Background: an optimization exercise with open tools, aiming at a short achievable clock period and few clock cycles. Do not read the settings as production practice.
At most, simulation tests tie the RTL to the original design; equivalence was not proved.
The clock port is modelled as an ideal driver, which makes a skipped or thinned clock tree look cheaper than it is; a real chip needs a root buffer or a tree.
Power figures rest on the tool's default switching activity, not on a simulated workload.

Setup of build 69:
Design pcf2127_rrc, start of the top module:
module pcf2127_rrc (
    input  wire        clk,
    input  wire        rst,           
    input  wire        cmd_valid,
    input  wire [55:0] cmd_word,
    output reg         busy,
    output reg         done,
    output reg  [2:0]  status,
    output reg         bus_init,
    output reg  [7:0]  bus_selid,
    output reg         sel,
    output reg         xfer_req,
    output reg         xfer_rd,
    output reg  [7:0]  xfer_txd,
    input  wire        xfer_ack,
    input  wire        xfer_err,
    input  wire [7:0]  xfer_rxd,
    output reg         diag_valid,
    output reg  [4:0]  diag_idx,
    output wire [7:0]  diag_val,
    output reg  [7:0]  t_second,
    output reg  [7:0]  t_minute,
    output reg  [7:0]  t_hour,
    output reg  [7:0]  t_day,
    output reg  [7:0]  t_weekday,
    output reg  [7:0]  t_month,
    output reg  [7:0]  t_year
);
    localparam [4:0] ALM_CTL_IDX  = 5'h01;
    localparam [4:0] PWR_CTL_IDX  = 5'h02;
  ...
Size in the first run: about 2300 cells after synthesis.
Settings: LEC_CHECK=0, CAP_MARGIN=20, CORE_MARGIN=2, CORE_UTILIZATION=65, PLACE_DENSITY=0.65, SLEW_MARGIN=20, SYNTH_HIERARCHICAL=1; clock period 14.0 ns.
standard.sh (not shown) runs the stock make flow with config.mk's settings and CLKGATE_MAP_FILE= SYNTH_SCRIPT=/design/flow/synth_recipe.tcl, a recipe that flattens the netlist after the stock synthesis.
==> flow/flow/run.sh <==
#!/bin/bash
set -euo pipefail
KNOBS="SETUP_SLACK_MARGIN=11 MATCH_CELL_FOOTPRINT=0"
bash standard.sh $KNOBS place > orfs_place.log 2>&1
MCTS_LEAF_SINKS=24 MCTS_ROOTS=4 MCTS_SETUP_MARGIN=11 \
  openroad -no_init -exit flow/cts.tcl > cts.log 2>&1
bash standard.sh $KNOBS finish > orfs_finish.log 2>&1
==> flow/flow/cts.tcl <==
# Clock tree step in place of ORFS's TritonCTS run: a hand-built two-level
# tree (flow/manual_cts.tcl), then the same repair and legalisation that
# ORFS's cts step does, written where ORFS's later steps read it.
set P $::env(FLOW_HOME)/platforms/sky130hd
set R [pwd]/orfs/results/sky130hd/pcf2127_rrc/base
read_lef $P/lef/sky130_fd_sc_hd.tlef
read_lef $P/lef/sky130_fd_sc_hd_merged.lef
read_liberty $P/lib/sky130_fd_sc_hd__tt_025C_1v80.lib
read_db $R/3_place.odb
read_sdc $R/3_place.sdc
source $P/setRC.tcl
set_dont_use {sky130_fd_sc_hd__probe_p_8 sky130_fd_sc_hd__probec_p_8 sky130_fd_sc_hd__lpflow_*}

source [file join [file dirname [info script]] manual_cts.tcl]
manual_cts clk $::env(MCTS_LEAF_SINKS) $::env(MCTS_ROOTS) sky130_fd_sc_hd__clkbuf_16

set_propagated_clock [all_clocks]
detailed_placement
estimate_parasitics -placement
report_clock_latency
repair_timing -setup_margin $::env(MCTS_SETUP_MARGIN) -hold_margin 0 -repair_tns 100 -verbose
detailed_placement
check_placement -verbose
estimate_parasitics -placement
report_clock_latency
report_worst_slack -max
report_worst_slack -min

write_db $R/4_1_cts.odb
write_sdc -no_timestamp $R/4_cts.sdc
file copy -force $R/4_1_cts.odb $R/4_cts.odb
Other scripts of this flow, unchanged in this note and not shown: flow/flow/manual_cts.tcl
Build 69: no failed stages, no open violations at the end
Testbench counts of build 69, summed over its fixed seeds: cycles 398,866.
Modified inputs, build 72 compared to build 69
Settings: swapping 0.65 for 0.75 in PLACE_DENSITY.
==> flow/flow/run.sh <==
#!/bin/bash
set -euo pipefail
KNOBS="SETUP_SLACK_MARGIN=12 MATCH_CELL_FOOTPRINT=0"
bash standard.sh $KNOBS place > orfs_place.log 2>&1
MCTS_LEAF_SINKS=24 MCTS_ROOTS=4 MCTS_SETUP_MARGIN=12 \
  openroad -no_init -exit flow/cts.tcl > cts.log 2>&1
bash standard.sh $KNOBS finish > orfs_finish.log 2>&1
## What came out
Changes observed in build 72 relative to build 69: share of power burned in registers fell by 0.7 points, area growth from synthesis to layout shows an increase of 4.5 points.
Re worst path arrival time: build 69 was lower than build 72.
The inputs of build 55 differ from those of build 72 as listed below.
Settings: PLACE_DENSITY now 0.8, was 0.75; CORE_UTILIZATION now 72, was 65.
==> flow/flow/run.sh <==
#!/bin/bash
set -euo pipefail
KNOBS="SETUP_SLACK_MARGIN=11 MATCH_CELL_FOOTPRINT=0"
bash standard.sh $KNOBS place > orfs_place.log 2>&1
MCTS_LEAF_SINKS=24 MCTS_ROOTS=4 MCTS_SETUP_MARGIN=11 \
  openroad -no_init -exit flow/cts.tcl > cts.log 2>&1
bash standard.sh $KNOBS finish > orfs_finish.log 2>&1
[summary]
Going from build 72 to build 55, number of DRC markers after the initial detailed-route iteration increased 402, fraction of power consumed by the clock network saw little to no change, logic depth of the worst path, buffers included shows an increase of 1, standard cell area after detailed placement moved down. Build 55 vs. build 72: die area fell by about 10%, sequential cell count stayed essentially flat. Higher minimum period implied by the final worst setup slack among build 72 and build 55: build 55. Total detailed-routing wirelength: build 55 vs build 72 down 1.9%.
Input-level comparison between build 61 and build 55:
Settings: PLACE_DENSITY: 0.8 -> 0.85; CORE_UTILIZATION: 72 -> 80.
==> notes.md <==
Build 61 never completed, since it errored out during 5_1_grt. Going from build 55 to build 61, synthesized area closely matched the old numbers, worst-case setup slack after placement increased by 15 ps relative to the old numbers, number of placement rows decreased by 4 relative to the old numbers. The lower final weighted congestion of routability-driven global placement of build 55 and build 61 is in build 55.
> inputs changed (build 61 -> build 59)
Settings: PLACE_DENSITY changed from 0.85 to 0.75; CORE_UTILIZATION changed from 80 to 65.
-- flow/flow/cts.tcl --
<<< build 61, line 1
# Clock tree step in place of ORFS's TritonCTS run: a hand-built two-level
# tree (flow/manual_cts.tcl), then the same repair and legalisation that
# ORFS's cts step does, written where ORFS's later steps read it.
set P $::env(FLOW_HOME)/platforms/sky130hd
set R [pwd]/orfs/results/sky130hd/pcf2127_rrc/base
>>> build 59, line 1
# Clock tree step in place of ORFS's TritonCTS run: a hand-built two-level
# tree (flow/manual_cts.tcl), then the same repair and legalisation that
# ORFS's cts step does, written where ORFS's later steps read it. Before the
# tree is built, each output's flip-flop is moved next to its output buffer
# (flow/pull_outputs.tcl).
set P $::env(FLOW_HOME)/platforms/sky130hd
set R [pwd]/orfs/results/sky130hd/pcf2127_rrc/base
<<< build 61, line 13

source [file join [file dirname [info script]] manual_cts.tcl]
manual_cts clk $::env(MCTS_LEAF_SINKS) $::env(MCTS_ROOTS) sky130_fd_sc_hd__clkbuf_16

>>> build 59, line 15

source [file join [file dirname [info script]] manual_cts.tcl]
source [file join [file dirname [info script]] pull_outputs.tcl]
pull_output_flops
manual_cts clk $::env(MCTS_LEAF_SINKS) $::env(MCTS_ROOTS) sky130_fd_sc_hd__clkbuf_16

==> flow/flow/pull_outputs.tcl (new file) <==
# Move the flip-flop that drives each output port's buffer next to that
# buffer, so that the flip-flop's output wire is short; detailed placement
# legalises the moved cells afterwards.
proc pull_output_flops {} {
  set block [ord::get_db_block]
  set moved 0
  foreach bt [$block getBTerms] {
    if {[$bt getIoType] ne "OUTPUT"} continue
    set net [$bt getNet]
    if {$net eq "NULL"} continue
    set buf ""
    foreach it [$net getITerms] {
      if {[$it isOutputSignal]} { set buf [$it getInst] }
    }
    if {$buf eq ""} continue
    set in_net ""
    foreach it [$buf getITerms] {
      if {[$it isInputSignal] && [$it getNet] ne "NULL" && [[$it getNet] getSigType] eq "SIGNAL"} { set in_net [$it getNet] }
    }
    if {$in_net eq ""} continue
    set drv ""
    foreach it [$in_net getITerms] {
      if {[$it isOutputSignal]} { set drv [$it getInst] }
    }
    if {$drv eq "" || ![string match "*dfxtp*" [[$drv getMaster] getName]]} continue
    lassign [$buf getLocation] bx by
    $drv setLocation $bx $by
    $drv setPlacementStatus PLACED
    incr moved
  }
  puts "pull_output_flops: moved $moved flip-flops"
}
Findings:
Comparing build 59 against build 61, there is no change at all in netlist area before placement.
Build 59 vs build 61, die height went up by about 11%.
Diff build 61 -> build 59 | placed cell area | up slightly
Initial core utilization (higher): build 61
Build 59 ended with every stage complete and zero timing, DRC or antenna violations.
Build 61: it failed with a tool error in 5_1_grt, so there are no final results.
Against build 61, routability congestion estimate from global placement in build 59 fell by a few percent.
In build 69, build 72, build 55 and build 59 the design's own scripts or RTL, not TritonCTS, make the clock network.


Another version of the RTL of pcf2127_rrc (not shown whole).
Settings: LEC_CHECK=0, CAP_MARGIN=20, CORE_MARGIN=2, CORE_UTILIZATION=40, PLACE_DENSITY=0.6, SLEW_MARGIN=20, SYNTH_HIERARCHICAL=1; clock period 14.0 ns.
==> flow/flow/run.sh <==
#!/bin/bash
set -euo pipefail
bash standard.sh SETUP_SLACK_MARGIN=11 MATCH_CELL_FOOTPRINT=0 finish > orfs_make.log 2>&1
Testbench counts at the start, summed over its fixed seeds: cycles 398,866.
Next try:
Settings changed: CORE_UTILIZATION 40 to 60, CTS_CLUSTER_DIAMETER set to 120, CTS_CLUSTER_SIZE set to 30, PLACE_DENSITY 0.6 to 0.7.
Effect:
- sequential share of layout area rises by 2.5 points
- global-route usage rises by 7.2 points
- synthesized area is unchanged
- clock power falls by well over a third
- wire length falls by a few percent
- critical path depth is unchanged
- count of clock-buffer cells in the layout falls by 40
Next try:
Settings changed: CORE_UTILIZATION 60 to 65, CTS_CLUSTER_DIAMETER 120 to not set, CTS_CLUSTER_SIZE 30 to not set, PLACE_DENSITY 0.7 to 0.75.
What happened: Count of clock-buffer cells in the layout climbs by 23; cell area is higher by 3.7%; final cell count came out higher by 0.42%; synthesized area is unchanged; register-to-register slack gets worse by 0.03 ns; routed wire length climbs by 2.1%; maximum frequency hardly moves; via count is higher by 2.1%.


== old ==
pcf2127_rrc, a different RTL version from the one above (not shown whole).
Size: roughly 1900 cells after synthesis, about 160 I/O pins, about 23000 um2 of cells after synthesis.
Settings: LEC_CHECK=0, CAP_MARGIN=20, CORE_MARGIN=2, CORE_UTILIZATION=40, PLACE_DENSITY=0.6, SLEW_MARGIN=20; clock period 14.0 ns.
run.sh (not shown) runs the stock make flow with config.mk's settings and CLKGATE_MAP_FILE= SYNTH_SCRIPT=/design/flow/synth_recipe.tcl, a recipe that flattens the netlist after the stock synthesis.
Stock flow here: none of the scripts above is used.
Testbench counts of old, summed over its fixed seeds: cycles 398,866.
For new, these inputs were changed with respect to old:
==> flow/flow/run.sh (new file) <==
#!/bin/bash
set -euo pipefail
bash standard.sh SETUP_SLACK_MARGIN=10 MATCH_CELL_FOOTPRINT=0 finish > orfs_make.log 2>&1
==> flow/standard.sh (new file) <==
#!/bin/bash
# synth_recipe.tcl (not shown) runs the flow's synth.tcl, then flattens the netlist and writes it again
# the make line also repeats each setting of config.mk as NAME=value (left out here)
make -C /OpenROAD-flow-scripts/flow DESIGN_CONFIG=/design/flow/config.mk WORK_HOME=/design/flow/orfs CLKGATE_MAP_FILE= SYNTH_SCRIPT=/design/flow/synth_recipe.tcl "${@:-finish}"
removed: flow/run.sh
==> notes.md <==
Status: latest clock arrival within the worst-skew pair parity (new, old). new: no failed stages, no open violations at the end. As far as transition time at the pin with the least slew margin is concerned, old and new perform about the same. new vs. old: routed length on met1 went up, number of ordinary and repair buffers in the finished layout went up, met2 wirelength from detailed routing went up. new vs old: area of all placed cells without fillers up by a few percent. Maximum frequency, new vs old: up by more than 10%. In the metrics for new and old, the one carrying the lower required time at the worst-slack endpoint is new.


pcf2127_rrc, a different RTL version from the one above (not shown whole).
For scale: ~2500 cells after synthesis, roughly 160 I/O pins.
## pcf2127_rrc
module pcf2127_rrc (
    input  wire        clk,
    input  wire        rst,           
    input  wire        cmd_valid,
    input  wire [55:0] cmd_word,
    output reg         busy,
    output reg         done,
    output reg  [2:0]  status,
    output reg         bus_init,
    output reg  [7:0]  bus_selid,
    output reg         sel,
    output reg         xfer_req,
    output reg         xfer_rd,
    output reg  [7:0]  xfer_txd,
    input  wire        xfer_ack,
    input  wire        xfer_err,
    input  wire [7:0]  xfer_rxd,
    output reg         diag_valid,
    output reg  [4:0]  diag_idx,
    output wire [7:0]  diag_val,
    output reg  [7:0]  t_second,
    output reg  [7:0]  t_minute,
    output reg  [7:0]  t_hour,
    output reg  [7:0]  t_day,
    output reg  [7:0]  t_weekday,
    output reg  [7:0]  t_month,
    output reg  [7:0]  t_year
);
Settings: LEC_CHECK=0, CAP_MARGIN=20, CORE_MARGIN=2, CORE_UTILIZATION=65, PLACE_DENSITY=0.75, SLEW_MARGIN=20, SYNTH_HIERARCHICAL=1; clock period 14.0 ns.
standard.sh (not shown) runs the stock make flow with config.mk's settings and CLKGATE_MAP_FILE= SYNTH_SCRIPT=/design/flow/synth_recipe.tcl, a recipe that flattens the netlist after the stock synthesis.
==> flow/flow/run.sh <==
#!/bin/bash
set -euo pipefail
KNOBS="SETUP_SLACK_MARGIN=11 MATCH_CELL_FOOTPRINT=0"
bash standard.sh $KNOBS place > orfs_place.log 2>&1
MCTS_LEAF_SINKS=24 MCTS_ROOTS=4 MCTS_SETUP_MARGIN=11 \
  openroad -no_init -exit flow/cts.tcl > cts.log 2>&1
bash standard.sh $KNOBS finish > orfs_finish.log 2>&1
==> flow/flow/cts.tcl <==
# Clock tree step in place of ORFS's TritonCTS run: a hand-built two-level
# tree (flow/manual_cts.tcl), then the same repair and legalisation that
# ORFS's cts step does, written where ORFS's later steps read it.
set P $::env(FLOW_HOME)/platforms/sky130hd
set R [pwd]/orfs/results/sky130hd/pcf2127_rrc/base
read_lef $P/lef/sky130_fd_sc_hd.tlef
read_lef $P/lef/sky130_fd_sc_hd_merged.lef
read_liberty $P/lib/sky130_fd_sc_hd__tt_025C_1v80.lib
read_db $R/3_place.odb
read_sdc $R/3_place.sdc
source $P/setRC.tcl
set_dont_use {sky130_fd_sc_hd__probe_p_8 sky130_fd_sc_hd__probec_p_8 sky130_fd_sc_hd__lpflow_*}

source [file join [file dirname [info script]] manual_cts.tcl]
manual_cts clk $::env(MCTS_LEAF_SINKS) $::env(MCTS_ROOTS) sky130_fd_sc_hd__clkbuf_16

set_propagated_clock [all_clocks]
detailed_placement
estimate_parasitics -placement
report_clock_latency
repair_timing -setup_margin $::env(MCTS_SETUP_MARGIN) -hold_margin 0 -repair_tns 100 -verbose
detailed_placement
check_placement -verbose
estimate_parasitics -placement
report_clock_latency
report_worst_slack -max
report_worst_slack -min

write_db $R/4_1_cts.odb
write_sdc -no_timestamp $R/4_cts.sdc
file copy -force $R/4_1_cts.odb $R/4_cts.odb
Other scripts of this flow, unchanged in this note and not shown: flow/flow/manual_cts.tcl
Edit:
--- a/flow/flow/cts.tcl
+++ b/flow/flow/cts.tcl
@@ -1,5 +1,7 @@
 # Clock tree step in place of ORFS's TritonCTS run: a hand-built two-level
 # tree (flow/manual_cts.tcl), then the same repair and legalisation that
-# ORFS's cts step does, written where ORFS's later steps read it.
+# ORFS's cts step does, written where ORFS's later steps read it. Before the
+# tree is built, each output's flip-flop is moved next to its output buffer
+# (flow/pull_outputs.tcl).
 set P $::env(FLOW_HOME)/platforms/sky130hd
 set R [pwd]/orfs/results/sky130hd/pcf2127_rrc/base
@@ -13,4 +15,6 @@
 
 source [file join [file dirname [info script]] manual_cts.tcl]
+source [file join [file dirname [info script]] pull_outputs.tcl]
+pull_output_flops
 manual_cts clk $::env(MCTS_LEAF_SINKS) $::env(MCTS_ROOTS) sky130_fd_sc_hd__clkbuf_16
 
==> flow/flow/pull_outputs.tcl (new file) <==
# Move the flip-flop that drives each output port's buffer next to that
# buffer, so that the flip-flop's output wire is short; detailed placement
# legalises the moved cells afterwards.
proc pull_output_flops {} {
  set block [ord::get_db_block]
  set moved 0
  foreach bt [$block getBTerms] {
    if {[$bt getIoType] ne "OUTPUT"} continue
    set net [$bt getNet]
    if {$net eq "NULL"} continue
    set buf ""
    foreach it [$net getITerms] {
      if {[$it isOutputSignal]} { set buf [$it getInst] }
    }
    if {$buf eq ""} continue
    set in_net ""
    foreach it [$buf getITerms] {
      if {[$it isInputSignal] && [$it getNet] ne "NULL" && [[$it getNet] getSigType] eq "SIGNAL"} { set in_net [$it getNet] }
    }
    if {$in_net eq ""} continue
    set drv ""
    foreach it [$in_net getITerms] {
      if {[$it isOutputSignal]} { set drv [$it getInst] }
    }
    if {$drv eq "" || ![string match "*dfxtp*" [[$drv getMaster] getName]]} continue
    lassign [$buf getLocation] bx by
    $drv setLocation $bx $by
    $drv setPlacementStatus PLACED
    incr moved
  }
  puts "pull_output_flops: moved $moved flip-flops"
}
The new run produced a clean layout.
Area after synthesis is unchanged.
Sequential power stays flat.
Power came out higher by about 0.8%.
Cell count does not change.
Clock power rises by about 0.8%.
First-iteration DRC count rose by 6.2%.
Routed wire length climbs by about 0.9%.
Design area hardly moves.
Setup slack improves by 37 ps.
Function was not checked in any run of this note: the RTL went through the layout flow alone. No run of this note takes its clock network from TritonCTS; it comes from the design's own scripts or RTL.

static timing again, ports no longer ideal:
Ports are ideal in the flow. The routed layouts listed here were re-timed in OpenROAD.
Step 1 assumes that a clkbuf_16 drives the clock port and a buf_2 every other input.
Step 2 also shifts input and output timing later by t, the mid clock arrival at the registers, as if the neighbouring blocks saw the same clock.
Slacks: ideal ports / drivers / drivers and shift; pairs: ideal ports / drivers.
| run | t, ns | setup slack, ns | worst hold slack (ns) | worst data-port slew with drivers (ns) | pins driven straight from the clock port |
|---|---|---|---|---|---|
| build 69 | 0.451 | 10.361 / 10.263 / 10.065 | 0.377 / 0.377 / 0.377 | 0.05 | 4 |
| build 72 | 0.468 | 10.291 / 10.215 / 9.894 | 0.395 / 0.395 / 0.395 | 0.06 | 4 |
| build 55 | 0.458 | 10.275 / 10.215 / 9.884 | 0.414 / 0.414 / 0.414 | 0.05 | 4 |
| build 59 | 0.448 | 10.333 / 10.236 / 10.027 | 0.380 / 0.380 / 0.380 | 0.05 | 4 |
| the first run of note 2 | 0.649 | 10.110 / 10.051 / 9.979 | 0.392 / 0.392 / 0.392 | 0.04 | 1 |
| the second run of note 2 | 0.609 | 10.136 / 10.080 / 9.988 | 0.428 / 0.428 / 0.428 | 0.05 | 1 |
| the third run of note 2 | 0.637 | 10.127 / 10.072 / 9.945 | 0.407 / 0.407 / 0.407 | 0.05 | 1 |
| old | 0.649 | 8.314 / 8.314 / 7.979 | 0.380 / 0.380 / 0.380 | 0.05 | 1 |
| new | 0.647 | 9.028 / 9.028 / 9.028 | 0.404 / 0.404 / 0.404 | 0.05 | 1 |
| the first run of note 4 | 0.462 | 10.321 / 10.220 / 10.079 | 0.392 / 0.392 / 0.392 | 0.13 | 4 |
| the second run of note 4 | 0.461 | 10.357 / 10.256 / 10.045 | 0.393 / 0.393 / 0.393 | 0.14 | 4 |
After both steps setup and hold are still met in every run listed. The setup slack of build 72, which loses most, moves by -0.076 ns with the drivers and by -0.397 ns with both steps.
